This design comes from an exercise in tuning for small area, a short achievable clock period and few clock cycles on the open sky130 flow, not from production work. Only simulation tests tie the RTL to the original design; equivalence was not proved. Power is estimated from default activity; no workload was simulated.

## flow/constraint.sdc

```tcl
create_clock -name core_clock -period 16.0 [get_ports {clk}]
set_input_delay 3.2000 -clock core_clock [delete_from_list [all_inputs] [get_ports {clk}]]
set_output_delay 3.2000 -clock core_clock [all_outputs]
set_load 0.01 [all_outputs]
```

## flow/run.sh

```bash
#!/bin/bash
# synth_recipe.tcl (not shown) runs the flow's synth.tcl, then flattens the netlist and writes it again
# the make line also repeats each setting of config.mk as NAME=value (left out here)
make -C /OpenROAD-flow-scripts/flow DESIGN_CONFIG=/design/flow/config.mk WORK_HOME=/design/flow/orfs CLKGATE_MAP_FILE= SYNTH_SCRIPT=/design/flow/synth_recipe.tcl finish
```

## flow/design.v

```verilog
module brainshift_core (
    input  wire        clk,
    input  wire        rst,
    input  wire [16:0] cfg_mem_size,
    input  wire [16:0] cfg_prog_len,
    output reg  [15:0] prog_addr,
    input  wire [7:0]  prog_data,
    output reg         out_valid,
    output reg  [7:0]  out_data,
    output wire        in_req,
    input  wire        in_valid,
    input  wire [7:0]  in_data,
    output wire        halted,
    output reg  [2:0]  fault_code,
    output reg  [15:0] fault_pc,
    input  wire [15:0] mem_rd_addr,
    output wire [7:0]  mem_rd_data
);
    localparam MEM_MAX = 64;
    localparam [7:0] OP_INCP = 8'h3E, OP_DECP = 8'h3C, OP_INC  = 8'h2B, OP_DEC  = 8'h2D,
                     OP_OUT  = 8'h2E, OP_IN   = 8'h2C, OP_LOPN = 8'h5B, OP_LCLS = 8'h5D,
                     OP_ZERO = 8'h30, OP_AND  = 8'h26, OP_OR   = 8'h7C, OP_XOR  = 8'h5E,
                     OP_NOT  = 8'h7E, OP_SHR  = 8'h23, OP_SHL  = 8'h40, OP_ADD  = 8'h41,
                     OP_MUL  = 8'h4D, OP_SUB  = 8'h53, OP_DIV  = 8'h44, OP_MOD  = 8'h25,
                     OP_NOTB = 8'h21, OP_JMP  = 8'h4A, OP_CALL = 8'h43, OP_RET  = 8'h52,
                     OP_HALT = 8'h3B;
    localparam [7:0] CH_LF = 8'h0A, CH_COLON = 8'h3A, CH_STAR = 8'h2A,
                     CH_SP = 8'h20, CH_TAB = 8'h09;
    localparam [2:0] F_NONE = 3'd0, F_LABEL = 3'd1, F_BRACKET = 3'd2,
                     F_SOVF = 3'd3, F_SUNF = 3'd4, F_CONFIG = 3'd5;
    localparam [4:0] S_BOOT     = 5'd0,
                     S_FETCH    = 5'd1,
                     S_EXEC     = 5'd2,
                     S_IN       = 5'd3,
                     S_SCANF    = 5'd4,
                     S_SCANB    = 5'd5,
                     S_OP_SKIP  = 5'd6,
                     S_OP_NAME  = 5'd7,
                     S_LINE     = 5'd8,
                     S_CMP_WS   = 5'd9,
                     S_CMP_L    = 5'd10,
                     S_CMP_O    = 5'd11,
                     S_CMP_TAIL = 5'd12,
                     S_NEXTL    = 5'd13,
                     S_LB_DONE  = 5'd14,
                     S_HALT     = 5'd15;
    reg [4:0]  state;
    reg [7:0]  mem [0:MEM_MAX-1];
    reg [6:0]  memsz;        
    reg [15:0] plen;         
    reg        cfg_bad;
    reg [15:0] pc;
    reg [5:0]  dp;
    reg [6:0]  sp;           
    reg [7:0]  op;           
    reg [15:0] idx;          
    reg [15:0] depth;        
    reg [15:0] nstart;       
    reg [15:0] nlen;         
    reg [15:0] nend;         
    reg [15:0] lstart;       
    reg [15:0] lend;         
    reg [15:0] cpos;         
    reg        has_colon;
    reg [15:0] laddr;        
    reg [15:0] t;            
    reg [7:0]  lbyte;        
    reg        found;
    reg [15:0] target;
    wire ws = (prog_data == 8'h09) || (prog_data == 8'h0A) || (prog_data == 8'h0B) ||
              (prog_data == 8'h0C) || (prog_data == 8'h0D) || (prog_data == 8'h20);
    wire [5:0]  dp1     = dp + 6'd1;
    wire [7:0]  a       = mem[dp];
    wire [7:0]  b       = mem[dp1];
    wire        at_top  = ({1'b0, dp} == memsz - 7'd1);
    wire [8:0]  add_r   = {1'b0, a} + {1'b0, b};
    wire [15:0] mul_r   = a * b;
    wire [8:0]  sub_r   = {1'b0, a} - {1'b0, b};
    wire [7:0]  div_q   = (b == 8'd0) ? 8'd0 : a / b;
    wire [7:0]  div_r   = (b == 8'd0) ? 8'd0 : a % b;
    wire        two_op  = (op == OP_AND) || (op == OP_OR)  || (op == OP_XOR) ||
                          (op == OP_ADD) || (op == OP_MUL) || (op == OP_SUB) ||
                          (op == OP_DIV) || (op == OP_MOD);
    wire [5:0]  sp_lo   = sp[5:0];
    wire [5:0]  sp_lo1  = sp_lo + 6'd1;
    wire [6:0]  sp_m2   = sp - 7'd2;
    always @(*) begin
        case (state)
            S_FETCH:  prog_addr = pc;
            S_CMP_O:  prog_addr = nstart + t;
            S_CMP_L, S_CMP_TAIL: prog_addr = idx + t;
            default:  prog_addr = idx;
        endcase
    end
    assign in_req  = (state == S_IN);
    assign halted  = (state == S_HALT);
    assign mem_rd_data = ({1'b0, mem_rd_addr} < {10'd0, memsz}) ? mem[mem_rd_addr[5:0]] : 8'd0;
    integer i;
    always @(posedge clk) begin
        if (rst) begin
            state      <= S_BOOT;
            memsz      <= cfg_mem_size[6:0];
            plen       <= cfg_prog_len[15:0];
            cfg_bad    <= (cfg_mem_size < 17'd16) || (cfg_mem_size > MEM_MAX) ||
                          (cfg_prog_len > 17'd65535);
            pc         <= 16'd0;
            dp         <= 6'd0;
            sp         <= 7'd0;
            op         <= 8'd0;
            out_valid  <= 1'b0;
            out_data   <= 8'd0;
            fault_code <= F_NONE;
            fault_pc   <= 16'd0;
            idx        <= 16'd0;
            depth      <= 16'd0;
            nstart     <= 16'd0;
            nlen       <= 16'd0;
            nend       <= 16'd0;
            lstart     <= 16'd0;
            lend       <= 16'd0;
            cpos       <= 16'd0;
            has_colon  <= 1'b0;
            laddr      <= 16'd0;
            t          <= 16'd0;
            lbyte      <= 8'd0;
            found      <= 1'b0;
            target     <= 16'd0;
            for (i = 0; i < MEM_MAX; i = i + 1)
                mem[i] <= 8'd0;
        end else begin
            out_valid <= 1'b0;
            case (state)
                S_BOOT: begin
                    if (cfg_bad) begin
                        fault_code <= F_CONFIG;
                        state      <= S_HALT;
                    end else begin
                        dp    <= (memsz == 7'd16) ? 6'd0 : 6'd16;
                        sp    <= memsz;
                        state <= S_FETCH;
                    end
                end
                S_FETCH: begin
                    if (pc >= plen) begin
                        state <= S_HALT;
                    end else begin
                        op     <= prog_data;
                        mem[7] <= prog_data;
                        state  <= S_EXEC;
                    end
                end
                S_EXEC: begin
                    state <= S_FETCH;
                    pc    <= pc + 16'd1;
                    if (two_op && at_top) begin
                        mem[6] <= mem[6] | 8'h80;
                    end else begin
                        case (op)
                            OP_INCP: dp <= ({1'b0, dp1} == memsz) ? 6'd0 : dp1;
                            OP_DECP: dp <= (dp == 6'd0) ? memsz[5:0] - 6'd1 : dp - 6'd1;
                            OP_INC:  mem[dp] <= a + 8'd1;
                            OP_DEC:  mem[dp] <= a - 8'd1;
                            OP_ZERO: mem[dp] <= 8'd0;
                            OP_OUT: begin
                                out_valid <= 1'b1;
                                out_data  <= a;
                            end
                            OP_IN: begin
                                pc    <= pc;
                                state <= S_IN;
                            end
                            OP_AND:  mem[dp] <= a & b;
                            OP_OR:   mem[dp] <= a | b;
                            OP_XOR:  mem[dp] <= a ^ b;
                            OP_NOT, OP_NOTB: mem[dp] <= ~a;
                            OP_SHR:  mem[dp] <= {1'b0, a[7:1]};
                            OP_SHL:  mem[dp] <= {a[6:0], 1'b0};
                            OP_ADD: begin
                                mem[dp] <= add_r[7:0];
                                mem[6]  <= {((dp == 6'd6) ? add_r[7:1] : mem[6][7:1]), add_r[8]};
                            end
                            OP_MUL: begin
                                mem[dp] <= mul_r[7:0];
                                mem[6]  <= {((dp == 6'd6) ? mul_r[7:1] : mem[6][7:1]), (mul_r[15:8] != 8'd0)};
                            end
                            OP_SUB: begin
                                mem[dp] <= sub_r[7:0];
                                mem[6]  <= {((dp == 6'd6) ? sub_r[7:1] : mem[6][7:1]), sub_r[8]};
                            end
                            OP_DIV: begin
                                if (b == 8'd0) begin
                                    mem[6] <= mem[6] | 8'h04;
                                end else begin
                                    mem[dp]  <= div_q;
                                    mem[dp1] <= div_r;
                                end
                            end
                            OP_MOD: begin
                                if (b != 8'd0)
                                    mem[dp] <= div_r;
                            end
                            OP_LOPN: begin
                                if (a == 8'd0) begin
                                    pc    <= pc;
                                    idx   <= pc + 16'd1;
                                    depth <= 16'd1;
                                    state <= S_SCANF;
                                end
                            end
                            OP_LCLS: begin
                                if (a != 8'd0) begin
                                    pc <= pc;
                                    if (pc == 16'd0) begin
                                        fault_code <= F_BRACKET;
                                        fault_pc   <= pc;
                                        state      <= S_HALT;
                                    end else begin
                                        idx   <= pc - 16'd1;
                                        depth <= 16'd1;
                                        state <= S_SCANB;
                                    end
                                end
                            end
                            OP_JMP, OP_CALL: begin
                                pc    <= pc;
                                idx   <= pc + 16'd1;
                                state <= S_OP_SKIP;
                            end
                            OP_RET: begin
                                if (sp + 7'd2 > memsz) begin
                                    pc         <= pc;
                                    fault_code <= F_SUNF;
                                    fault_pc   <= pc;
                                    state      <= S_HALT;
                                end else begin
                                    pc <= {mem[sp_lo], mem[sp_lo1]};
                                    sp <= sp + 7'd2;
                                end
                            end
                            OP_HALT: begin
                                pc    <= pc;
                                state <= S_HALT;
                            end
                            default: ;   
                        endcase
                    end
                end
                S_IN: begin
                    if (in_valid) begin
                        mem[dp] <= in_data;
                        pc      <= pc + 16'd1;
                        state   <= S_FETCH;
                    end
                end
                S_SCANF: begin
                    if (idx >= plen) begin
                        fault_code <= F_BRACKET;
                        fault_pc   <= pc;
                        state      <= S_HALT;
                    end else begin
                        if (prog_data == OP_LOPN)
                            depth <= depth + 16'd1;
                        if (prog_data == OP_LCLS) begin
                            depth <= depth - 16'd1;
                            if (depth == 16'd1) begin
                                pc    <= idx + 16'd1;
                                state <= S_FETCH;
                            end
                        end
                        idx <= idx + 16'd1;
                    end
                end
                S_SCANB: begin
                    if (prog_data == OP_LCLS)
                        depth <= depth + 16'd1;
                    if (prog_data == OP_LOPN && depth == 16'd1) begin
                        pc    <= idx + 16'd1;
                        state <= S_FETCH;
                    end else if (idx == 16'd0) begin
                        fault_code <= F_BRACKET;
                        fault_pc   <= pc;
                        state      <= S_HALT;
                    end else begin
                        if (prog_data == OP_LOPN)
                            depth <= depth - 16'd1;
                        idx <= idx - 16'd1;
                    end
                end
                S_OP_SKIP: begin
                    if (idx < plen && (prog_data == CH_SP || prog_data == CH_TAB)) begin
                        idx <= idx + 16'd1;
                    end else if (idx < plen && prog_data == CH_STAR) begin
                        idx    <= idx + 16'd1;
                        nstart <= idx + 16'd1;
                        state  <= S_OP_NAME;
                    end else begin
                        nstart <= idx;
                        state  <= S_OP_NAME;
                    end
                end
                S_OP_NAME: begin
                    if (idx < plen && !ws) begin
                        idx <= idx + 16'd1;
                    end else begin
                        nend      <= idx;
                        nlen      <= idx - nstart;
                        idx       <= 16'd0;
                        lstart    <= 16'd0;
                        laddr     <= 16'd0;
                        has_colon <= 1'b0;
                        found     <= 1'b0;
                        state     <= S_LINE;
                    end
                end
                S_LINE: begin
                    if (idx >= plen || prog_data == CH_LF) begin
                        lend <= idx;
                        if (has_colon) begin
                            idx   <= lstart;
                            state <= S_CMP_WS;
                        end else begin
                            laddr <= laddr + (idx - lstart);
                            if (idx >= plen) begin
                                state <= S_LB_DONE;
                            end else begin
                                idx       <= idx + 16'd1;
                                lstart    <= idx + 16'd1;
                                has_colon <= 1'b0;
                            end
                        end
                    end else begin
                        if (prog_data == CH_COLON && !has_colon) begin
                            has_colon <= 1'b1;
                            cpos      <= idx;
                        end
                        idx <= idx + 16'd1;
                    end
                end
                S_CMP_WS: begin
                    if (idx < cpos && ws) begin
                        idx <= idx + 16'd1;
                    end else begin
                        t     <= 16'd0;
                        state <= S_CMP_L;
                    end
                end
                S_CMP_L: begin
                    if (t == nlen) begin
                        state <= S_CMP_TAIL;
                    end else if (idx + t >= cpos) begin
                        state <= S_NEXTL;
                    end else begin
                        lbyte <= prog_data;
                        state <= S_CMP_O;
                    end
                end
                S_CMP_O: begin
                    if (prog_data == lbyte) begin
                        t     <= t + 16'd1;
                        state <= S_CMP_L;
                    end else begin
                        state <= S_NEXTL;
                    end
                end
                S_CMP_TAIL: begin
                    if (idx + t == cpos) begin
                        found  <= 1'b1;
                        target <= laddr;
                        state  <= S_NEXTL;
                    end else if (ws) begin
                        t <= t + 16'd1;
                    end else begin
                        state <= S_NEXTL;
                    end
                end
                S_NEXTL: begin
                    if (lend >= plen) begin
                        state <= S_LB_DONE;
                    end else begin
                        idx       <= lend + 16'd1;
                        lstart    <= lend + 16'd1;
                        has_colon <= 1'b0;
                        state     <= S_LINE;
                    end
                end
                S_LB_DONE: begin
                    if (!found) begin
                        fault_code <= F_LABEL;
                        fault_pc   <= pc;
                        state      <= S_HALT;
                    end else if (op == OP_CALL) begin
                        if (sp < 7'd18) begin
                            fault_code <= F_SOVF;
                            fault_pc   <= pc;
                            state      <= S_HALT;
                        end else begin
                            sp              <= sp_m2;
                            mem[sp_m2[5:0]] <= nend[15:8];
                            mem[sp_m2[5:0] + 6'd1] <= nend[7:0];
                            pc              <= target;
                            state           <= S_FETCH;
                        end
                    end else begin
                        pc    <= target;
                        state <= S_FETCH;
                    end
                end
                S_HALT: ;
                default: state <= S_HALT;
            endcase
        end
    end
endmodule
```

## flow/config.mk

```make
export PLATFORM = sky130hd
export DESIGN_NAME = brainshift_core
export DESIGN_NICKNAME = brainshift_core
export VERILOG_FILES = /design/flow/design.v
export SDC_FILE = /design/flow/constraint.sdc
export NUM_CORES = 4
export LEC_CHECK = 0
export CAP_MARGIN = 20
export CORE_MARGIN = 2
export CORE_UTILIZATION = 40
export SLEW_MARGIN = 20
```

==> run summary <==
final cells by class:
class | count | area, um^2
clock inverters | 65 | 654.4
fillers | 16030 | 94290
repair buffers | 389 | 3872
clock buffers | 113 | 2549
flip-flops and latches | 803 | 21470
inverters | 256 | 962.2
well taps | 2310 | 2890
multi-input cells | 4766 | 44830
diodes | 10 | 25.02
kinds of logic after synthesis:
logic type | share of synthesized area [%]
AOI/OAI and AO/OA | 14.99
DFF | 31.06
muxes | 28.02
xor gates and xnor gates | 3.232
adders and majority gates | 6.721
and+or+nand+nor | 11.30
buffers and inverters | 4.674
metrics by stage:
step | instance area, um^2 | std cells
after global routing | 77230 | 8704
after detailed placement | 73310 | 8485
after global placement | 73300 | 8485
final | 77250 | 8712
after floorplan | 69030 | 6338
after CTS | 76680 | 8671
worst max-delay path by stage:
stage                       startpoint              endpoint  slack, ns  cells after the start
finish              dp[1]$_SDFFE_PP0P_  mem[35][0]$_DFFE_PP_       0.64                     77
detailed placement  dp[1]$_SDFFE_PP0P_   mem[6][7]$_DFFE_PP_       0.04                     73
CTS                 dp[1]$_SDFFE_PP0P_  mem[33][7]$_DFFE_PP_       0.05                     76
floorplan           dp[0]$_SDFFE_PP0P_  mem[40][7]$_DFFE_PP_       0.41                     78
global route        dp[1]$_SDFFE_PP0P_   mem[6][7]$_DFFE_PP_      -0.04                     79
global placement    dp[2]$_SDFFE_PP0P_   mem[6][7]$_DFFE_PP_      -0.22                     71
metal layers:
layer	global-route usage (%)	share of wire (%)	wire length [um]	up-vias
met5	0.3056	0.11	362	-
met4	24.14	8.4	27030	28
met3	11.94	14	43960	1160
met2	52.88	43	139100	5207
met1	44.70	35	112500	31410
li1	-	-	-	25250
worst register-to-register path, delay by kind of cell (launching register included):
family	cells	cell delay, ns
flip-flops	1	0.37
AND/OR/NAND/NOR	20	3.07
AO/OA/AOI/OAI	35	6.38
adder cells (fa/ha/maj)	8	2.20
buffers and inverters	11	1.89
multiplexers	3	1.15
power groups by stage:
stage	Sequential, mW	Combinational [mW]	Clock (mW)
finish	2.64	13.1	2.27
global route	2.64	13.3	2.36
CTS	2.62	12.1	2.28
detailed placement	2.66	12.0	0
global placement	2.66	11.9	0
floorplan	2.48	7.17	0
synth_stat cells (49+ instances only):
master	n
a211oi_1	68
a21o_1	60
a21oi_1	259
and3_1	49
buf_1	52
buf_2	125
clkbuf_1	301
dfxtp_1	267
edfxtp_1	536
fa_1	58
ha_1	278
inv_1	250
mux2i_1	117
mux4_2	799
nand2_1	532
nand3_1	164
nand4_1	68
nor2_1	495
nor3_1	123
o21ai_0	163
o22ai_1	532
xnor2_1	164
xor2_1	87
what timing repair did:
item,CTS,global route
cloned,2,6
setup buffers,6,24
gates resized for setup,5,40
endpoints found under the setup margin,87,512
pin swaps,0,17
endpoints found under the hold margin,0,0
sequential cells by signal (all words and copies together), names as in the netlist, 8 cells and up, named ones only:
register / cells
cpos: 16
depth: 16
fault_pc: 16
idx: 16
laddr: 16
lbyte: 8
lend: 16
lstart: 16
mem: 512
nend: 16
nlen: 16
nstart: 16
op: 8
out_data: 8
pc: 16
plen: 16
t: 16
target: 16
placed cells by master (no fill, tap or decap), types with 16 or more instances in the layout:
cell	count
mux4_2	799
edfxtp_1	536
o22ai_1	532
nand2_1	530
nor2_1	477
ha_1	276
a21oi_1	257
dfxtp_1	256
inv_1	248
buf_4	218
nand3_1	164
xnor2_1	162
o21ai_0	156
nor3_1	118
clkdlybuf4s50_1	117
mux2i_1	114
clkbuf_16	103
xor2_1	82
nand4_1	68
a211oi_1	66
a21o_1	60
fa_1	58
and3_1	49
or3_1	46
nand2b_1	42
nor2b_1	40
nor4_1	37
a221oi_1	36
a22oi_1	36
a31oi_1	36
o21a_1	34
o221ai_1	31
buf_12	31
o211ai_1	29
o21bai_1	29
clkinv_2	23
and2_1	19
nor2_2	18
o31ai_1	17
a221o_1	16
==> impl_results.md <==
* Worst hold start: nlen[13]$_SDFFE_PP0P_
* DR pass1 iterations at 9
* Initial Utilization at about two fifths
* Post-synth cell types at about 110
* Status: timing/DRC/antenna clean
* CTS root buffer: clkbuf_16
* CTS Buffer Depth at 3
* Drt drc at 0
* Power Internal at 7.387 mW
* Total GRT Usage at a little over a third
* Clock buffer count from CTS at between 90 and 100
* Fmax at between 60 and 70 MHz
* Crit path max-delay family: compound AO/OA/AOI/OAI gates
* GR Overflow Total at 0
* Clock latency (worst-skew pair) at 0.79 ns
* DP HPWL at 229700 um
* Final min period at ~15 ns
* Reg2Reg Depth at 77
* Hold WC Path Type: reg -> reg
* Final net count at 6717
* Remaining antenna violation count at 0
* Die area at 0.1759 mm^2
* Final worst path period share at 96.00%
* Clk_skew at 0.08877 ns
* Post-Syn Nets at between 6000 and 7000
* PortBufs at between 100 and 150
* Area of the core at 0.1715 mm^2
* Worst hold stages at 2
* CP Capture Type: flop
* Final Max Slew Viols at 0
* Yosys top cell area share at 26.07%
* Utilization after layout at 45.03%
* Clock sinks at between 800 and 900
* Peak VDD IR at 0.9945 mV
* Pre-CTS setup slack at ~0.042 ns
* Final setup margin at approximately 0.64 ns
* Comb pwr share at between 70 and 80%
* GPL Wtd Cong at 1.026
* Switching Fraction at 58.90%
* Hold EP: nlen[13]$_SDFFE_PP0P_
* Worst slew margin at roughly 14%
* Routed len/inst at about 37 um
* Slowest CP cell: mux4_2
* Synth area leaders: mux4_2 (26%), edfxtp_1 (23%), dfxtp_1 (7.7%), ha_1 (5.0%), o22ai_1 (4.8%)
* Final Hold Slack at 0.4640 ns
* R2R Path End: mem[35][0]$_DFFE_PP_
* Mean Syn Cell Area at 10.89 um^2
* H-tree Lvls at 3
* Post-synth EDFFs at 536
* CP arrival at 15.85 ns
* Synth warn at 1
* Crit path kind: reg -> reg
* Vias/cell at 7.237
* Total power draw at 17.97 mW
* Antenna violations before repair at 23
* DR vias at 63050
* Initial drt markers at slightly below 10000
* TritonCTS clock tree: built
* PD cells at approximately 230 mW/mm^2
* Area grow syn2layout at 11.91%
* Row cnt at approximately 150
* Hold Vio Cnt, Final at 0
* Synth area leader: mux4_2
* Max Cap Viol at 0
* Cells after Synth at around 6300
* Synth Flop Type: edfxtp_1
* P_leak at 26.64 nW
* IO Count at between 100 and 150
* Post-synthesis async set-or-reset flop share at 0%
* Crit path required time at between 15 and 20 ns
* Worst-margin pin slew at 1.290 ns
* Vias in the first global route at 58910
* Cell mode on critical path: o21a_1
* Critical path's largest stage delay at 0.54 ns
* Sequential power share at 14.7%
* Layout cell share with drive strength beyond 1 at between 20 and 25%
* Worst Path Buf+Inv at 11
* Worst r2r src: dp[1]$_SDFFE_PP0P_
* Routed wire length at about 320000 um
* NetSw at approximately 11 mW
* Synthesized cell area at 0.06903 mm^2
* Sequential area share after synthesis at 31.06%
* Seq cells post-synth at 803
* Die H at ~420 um
* CTS Hold Bufs at 0
* Worst Setup Start Kind: flop
* # setup viols final at 0
* Largest net degree at the start of global routing at 141
* First-pass GRT wire length at about 450000 um
* Crit path max fanout at 31
* Clk pwr share at 12.6%
* Die X at 419.4 um
* R2R setup slack at 0.64 ns
* Setup TNS at 0 ns
* CTS clk-pin slew, worst paths at around 0.06 ns
Testbench counts, summed over its fixed seeds: cycles 1,576,779.

separate check: timing with driven ports:
No port has a modelled driver above. Below, the same layout with a new extraction and two added sets of constraints.
Step 1 sets driving cells, clkbuf_16 on the clock port and buf_2 on the other inputs (assumed; they add their load-dependent delay and slew).
Step 2, shift: input delay + t, output delay - t, t = (earliest + latest rising clock arrival at the registers) / 2. This alone moves slack from input paths to output paths.
a / b / c = ideal / step 1 / step 2; a / b = the first two.
t, ns: 0.837
setup WS [ns]: 0.640 / 0.640 / 0.640
hold slack, ns: 0.464 / 0.464 / 0.464
worst register clock-pin slew, ns: 0.07 / 0.07
After both steps this run still meets setup and hold. For this run, drivers alone change the setup slack by 0.000 ns; drivers and shift together by 0.000 ns.
